Background: an optimization exercise with open tools, aiming at small area, a short achievable clock period and few clock cycles per item. Do not read the settings as production practice. Function was checked by simulation only, so behaviour that the tests miss may differ from the original. No activity file was given, so power comes from the tool's default toggle rates.

`flow/config.mk`:
```
export PLATFORM = sky130hd
export DESIGN_NAME = bls_eval
export DESIGN_NICKNAME = bls_eval
export VERILOG_FILES = /design/flow/design.v
export SDC_FILE = /design/flow/constraint.sdc
export NUM_CORES = 4
export LEC_CHECK = 0
export CAP_MARGIN = 20
export CORE_MARGIN = 2
export CORE_UTILIZATION = 40
export SLEW_MARGIN = 20
```
`flow/constraint.sdc`:
```
create_clock -name core_clock -period 10.0 [get_ports {clk}]
set_input_delay 2.0000 -clock core_clock [delete_from_list [all_inputs] [get_ports {clk}]]
set_output_delay 2.0000 -clock core_clock [all_outputs]
set_load 0.01 [all_outputs]
```
`flow/design.v`:
```
module bls_eval (
    input  wire         clk,
    input  wire         rst,       
    input  wire         start,     
    input  wire [1:0]   cmd,       
    input  wire [511:0] prog,      
    input  wire [6:0]   plen,      
    input  wire [31:0]  asgin,     
    input  wire [5:0]   nvin,      
    output wire         ready,
    output reg          done,
    output reg          out,
    output reg  [255:0] ttout,
    output reg  [7:0]   efault,
    output reg  [7:0]   einfo
);
    localparam integer LMAX        = 64;
    localparam integer SD          = LMAX;
    localparam integer TT_MAX_VARS = 8;
    localparam [7:0] F_NONE       = 8'h00;
    localparam [7:0] F_BAD_CMD    = 8'h10;
    localparam [7:0] F_TOO_LONG   = 8'h11;
    localparam [7:0] F_BAD_TOKEN  = 8'h12;
    localparam [7:0] F_UNDERFLOW  = 8'h13;
    localparam [7:0] F_OVERFLOW   = 8'h14;
    localparam [7:0] F_FINAL      = 8'h15;
    localparam [7:0] F_NO_VARS    = 8'h16;
    localparam [7:0] F_TT_LARGE   = 8'h17;
    localparam [1:0] CMD_TT = 2'd2;
    localparam [1:0] S_IDLE = 2'd0;
    localparam [1:0] S_RUN  = 2'd1;
    reg  [1:0]   state;
    reg  [6:0]   tp;         
    reg  [6:0]   sp;         
    reg  [SD-1:0] stk;       
    reg  [7:0]   row;        
    reg  [255:0] rows;       
    assign ready = (state == S_IDLE);
    wire is_tt = (cmd == CMD_TT);
    wire [7:0] tok  = prog[8*tp[5:0] +: 8];
    wire [2:0] kind = tok[7:5];
    wire [4:0] idx  = tok[4:0];
    wire [2:0] row_bit = nvin[2:0] - 3'd1 - idx[2:0];
    wire       var_bit = is_tt ? ((idx < {1'b0, nvin[4:0]}) ? row[row_bit] : 1'b0)
                               : asgin[idx];
    wire top_r = stk[sp - 7'd1];    
    wire top_l = stk[sp - 7'd2];    
    wire [7:0] last_row = (8'd1 << nvin[3:0]) - 8'd1;
    always @(posedge clk) begin
        if (rst) begin
            state  <= S_IDLE;
            done   <= 1'b0;
            out    <= 1'b0;
            ttout  <= 256'd0;
            efault <= F_NONE;
            einfo  <= 8'd0;
            tp     <= 7'd0;
            sp     <= 7'd0;
            row    <= 8'd0;
        end else begin
            done <= 1'b0;
            case (state)
                S_IDLE: begin
                    if (start) begin
                        tp   <= 7'd0;
                        sp   <= 7'd0;
                        row  <= 8'd0;
                        rows <= 256'd0;
                        if (cmd == 2'd3) begin
                            efault <= F_BAD_CMD;
                            einfo  <= {6'd0, cmd};
                            done   <= 1'b1;
                        end else if (is_tt && nvin == 6'd0) begin
                            efault <= F_NO_VARS;
                            einfo  <= 8'd0;
                            done   <= 1'b1;
                        end else if (is_tt && nvin > TT_MAX_VARS) begin
                            efault <= F_TT_LARGE;
                            einfo  <= {2'd0, nvin};
                            done   <= 1'b1;
                        end else if (plen > LMAX) begin
                            efault <= F_TOO_LONG;
                            einfo  <= {1'b0, plen};
                            done   <= 1'b1;
                        end else begin
                            state <= S_RUN;
                        end
                    end
                end
                S_RUN: begin
                    if (tp != plen) begin
                        tp <= tp + 7'd1;
                        if (kind == 3'b000) begin
                            if (sp == SD) begin
                                efault <= F_OVERFLOW;
                                einfo  <= {1'b0, tp};
                                done   <= 1'b1;
                                state  <= S_IDLE;
                            end else begin
                                stk[sp[5:0]] <= var_bit;
                                sp <= sp + 7'd1;
                            end
                        end else if (idx != 5'd0 || kind > 3'b100) begin
                            efault <= F_BAD_TOKEN;
                            einfo  <= {1'b0, tp};
                            done   <= 1'b1;
                            state  <= S_IDLE;
                        end else if (kind == 3'b100) begin
                            if (sp < 7'd1) begin
                                efault <= F_UNDERFLOW;
                                einfo  <= {1'b0, tp};
                                done   <= 1'b1;
                                state  <= S_IDLE;
                            end else begin
                                stk[sp[5:0] - 6'd1] <= ~top_r;
                            end
                        end else begin
                            if (sp < 7'd2) begin
                                efault <= F_UNDERFLOW;
                                einfo  <= {1'b0, tp};
                                done   <= 1'b1;
                                state  <= S_IDLE;
                            end else begin
                                case (kind)
                                    3'b001:  stk[sp[5:0] - 6'd2] <= top_l & top_r;
                                    3'b010:  stk[sp[5:0] - 6'd2] <= top_l | top_r;
                                    default: stk[sp[5:0] - 6'd2] <= top_l ^ top_r;
                                endcase
                                sp <= sp - 7'd1;
                            end
                        end
                    end else begin
                        if (sp != 7'd1) begin
                            efault <= F_FINAL;
                            einfo  <= {1'b0, sp};
                            done   <= 1'b1;
                            state  <= S_IDLE;
                        end else if (!is_tt) begin
                            out    <= stk[0];
                            efault <= F_NONE;
                            einfo  <= 8'd0;
                            done   <= 1'b1;
                            state  <= S_IDLE;
                        end else if (row == last_row) begin
                            ttout  <= rows | ({255'd0, stk[0]} << row);
                            efault <= F_NONE;
                            einfo  <= 8'd0;
                            done   <= 1'b1;
                            state  <= S_IDLE;
                        end else begin
                            rows[row] <= stk[0];
                            row <= row + 8'd1;
                            tp  <= 7'd0;
                            sp  <= 7'd0;
                        end
                    end
                end
                default: state <= S_IDLE;
            endcase
        end
    end
endmodule
```
`flow/run.sh`:
```
#!/bin/bash
# synth_recipe.tcl (not shown) runs the flow's synth.tcl, then flattens the netlist and writes it again
# the make line also repeats each setting of config.mk as NAME=value (left out here)
make -C /OpenROAD-flow-scripts/flow DESIGN_CONFIG=/design/flow/config.mk WORK_HOME=/design/flow/orfs CLKGATE_MAP_FILE= SYNTH_SCRIPT=/design/flow/synth_recipe.tcl finish
```
==> flow_summary.ini <==
[detailed_routing]
postRouteWirelength_mm = 198
remaining_drc_errors = 0
avgRoutedWirePerCell_um = 32.8
via_per_inst = 6.57
drt_iter0_drc = 6128
dr_total_vias = 39700
firstDrtPassIters = 8
ant_nets = 0

[worst_hold_path]
hold_path.class = flop to flop

[sta]
slew_violations = 0
slew_headroom = 0.114
hold_violations = 0
whs_ns = 0.467
worst_slew_pin_slew_ns = 1.32
fin_tns_setup_ns = 0
finalSetupViolCount = 0
skew_ns = 0.0422
rsz0062_at_grt = no
worst_slack_ns = 2.87
period_needed_ns = 7.13
fmax_mhz = 140
fin_crit_sh = 0.713

[clocking]
cts_tree = yes
clock-root-buffer = clkbuf_16
cts.hold.buffers_added = 0
post-cts-setup-buffers = 0
cts_buffer_depth = 3
postCtsResizedCells = 0
cts_made_buffers = 72
cts.sinks = 612
htreeDepth = 3
path_clk_slew_ns = 0.06
clk_latency_ns = 0.65

[setup_path]
endpoint_kind = flop
crit_path_max_fanout = 40
path_class = input port to flop
worstPathArrival_ns = 7.47
worstPathRequired_ns = 10.34
critPathLaunchType = input port

[logic_synthesis]
synth_edf_count = 320
synth_ff_type = edfxtp_1
ys_seq_area_frac = 0.407
ys_types = 99
synthesis.area_um2 = 37900
synth.avg_cell_area_um2 = 9.20
yosysWarnings = 1
synthArstFlopShare = 0
synth_seq_cells = 612
netlist_instances = 4127

[floorplan]
fp.coreArea_um2 = 93600
die_h_um = 312
ioPinCount = 837
die_w_um = 312
fp.dieArea_um2 = 97400
initial_utilization = 0.405
rows = 112

[place]
place_ws_ns = 2.41
placedCellCount = 5899
gp_congestion = 1.00
portBuffers = 831
place_hpwl_mm = 145
place_area_um2 = 47000

[cells_and_area]
post-route-util = 0.528
drive_gt1_frac = 0.106
area_growth_pct = 30.3
multi_input_area_um2 = 20800
nNetsFinal = 5310
layout_common_cells = clkdlybuf4s50_1, a21oi_1, nor2_1, o21ai_0, nand2_1
ff_latch_area_um2 = 15500
nFillCells = 8912
mostFrequentLayoutCell = clkdlybuf4s50_1
final_area_um2 = 49400
stdcell_count = 6046

[global_route]
grt_antenna_before_repair = 33
grt_max_degree = 227
grt-ovfl-total = 0
grt_use_total = 0.391
grt_pass1_wl_mm = 278
grt_pass1_vias = 37000

[pwr]
power.leakage_nw = 15.1
ir_drop_uv = 109
finalPower_mw = 6.46
power_density_nw_per_um2 = 131

[run]
maxCapViolations = 0

[outcome]
status = no timing/DRC/antenna violations
-- critical path: stages --
cell and delay [ns]:
clkdlybuf4s50_1 0.82, mux4_2 0.88, mux4_2 0.53, mux2i_1 0.32, o2bb2ai_4 0.31, buf_4 0.38
a311o_1 0.45, o211ai_1 0.17, a21bo_1 0.39, buf_4 0.31, and3_1 0.46, a21oi_1 0.25
o41ai_1 0.09
-- final cells by class --
type,count,area share
clock buffer,104,0.0415
antenna,15,0.000759
tap,1254,0.0317
sequential,612,0.313
clock inverter,27,0.00686
inverter,26,0.00213
multi-input combinational,3084,0.421
timing repair buffer,924,0.183
-- sequential cells by signal (all words and copies together) (netlist names) --
signal and cells:
out 1, stk 64, tp 7, row 8, done 1, einfo 7
ttout 256, rows 256, state 1, sp 7, efault 4
-- worst paths after layout --
check             startpoint  endpoint  slack, ns  cells past startpoint
hold reg to reg     einfo[0]  einfo[0]       0.47                      2
setup / recovery   prog[423]   stk[61]       2.87                     13
setup reg to reg       sp[1]   stk[23]       3.58                     13
hold / removal      einfo[0]  einfo[0]       0.47                      2
-- per-layer routing --
layer | vias to the layer above | global-route usage | routed length, um
met5 | - | 0 | 57
met4 | 10 | 0.169 | 9360
met3 | 454 | 0.129 | 26100
met2 | 2877 | 0.585 | 86600
met1 | 19400 | 0.517 | 76000
li1 | 16900 | - | -
-- where the power goes --
part	leakage, nW	switching (mW)	internal [mW]
registers	5.39	0.0311	2.69
clock network	1.16	1.16	1.55
logic	8.52	0.602	0.421
total	15.1	1.80	4.66
-- cell usage after synthesis (all sizes together) (52+ instances only) --
cell / count / share of area
a21oi: 575 / 0.077
clkbuf: 273 / 0.027
a31oi: 52 / 0.0086
buf: 136 / 0.022
o21ai: 376 / 0.050
nand2: 326 / 0.032
nor2: 438 / 0.043
mux2i: 84 / 0.022
nand3: 214 / 0.028
mux4: 170 / 0.10
a211oi: 266 / 0.053
dfxtp: 292 / 0.15
nor3: 74 / 0.010
edfxtp: 320 / 0.25
-- cells by family (layout without fill, tap and decap cells) --
logic type / after synthesis / count (layout) / synth area share
flops: 612 / 612 / 0.407
fa+ha+maj: 28 / 28 / 0.00943
other cells: 1 / 20 / 0.0000988
xor+xnor: 54 / 54 / 0.0125
compound gates: 1524 / 1524 / 0.248
simple gates: 1196 / 1196 / 0.141
buf+inv: 435 / 1081 / 0.0517
mux: 277 / 277 / 0.130
Testbench counts, summed over its fixed seeds: cycles 203,688, commands 384.

afterwards: timing with drivers on the ports:
No port has a modelled driver above. Below, the same layout with a new extraction and two added sets of constraints.
Step 1, drivers: a clkbuf_16 drives clk and a buf_2 each remaining input, both assumed.
Step 2 also shifts input and output timing later by t, the mid clock arrival at the registers, as if the neighbouring blocks saw the same clock.
Slacks: ideal ports / drivers / drivers and shift; pairs: ideal ports / drivers.
t (ns): 0.696
setup slack, ns: 2.869 / 2.877 / 2.181
worst hold slack (ns): 0.467 / 0.467 / 0.467
After both steps setup and hold are still met in this run. For this run, drivers alone change the setup slack by +0.008 ns; drivers and shift together by -0.688 ns.
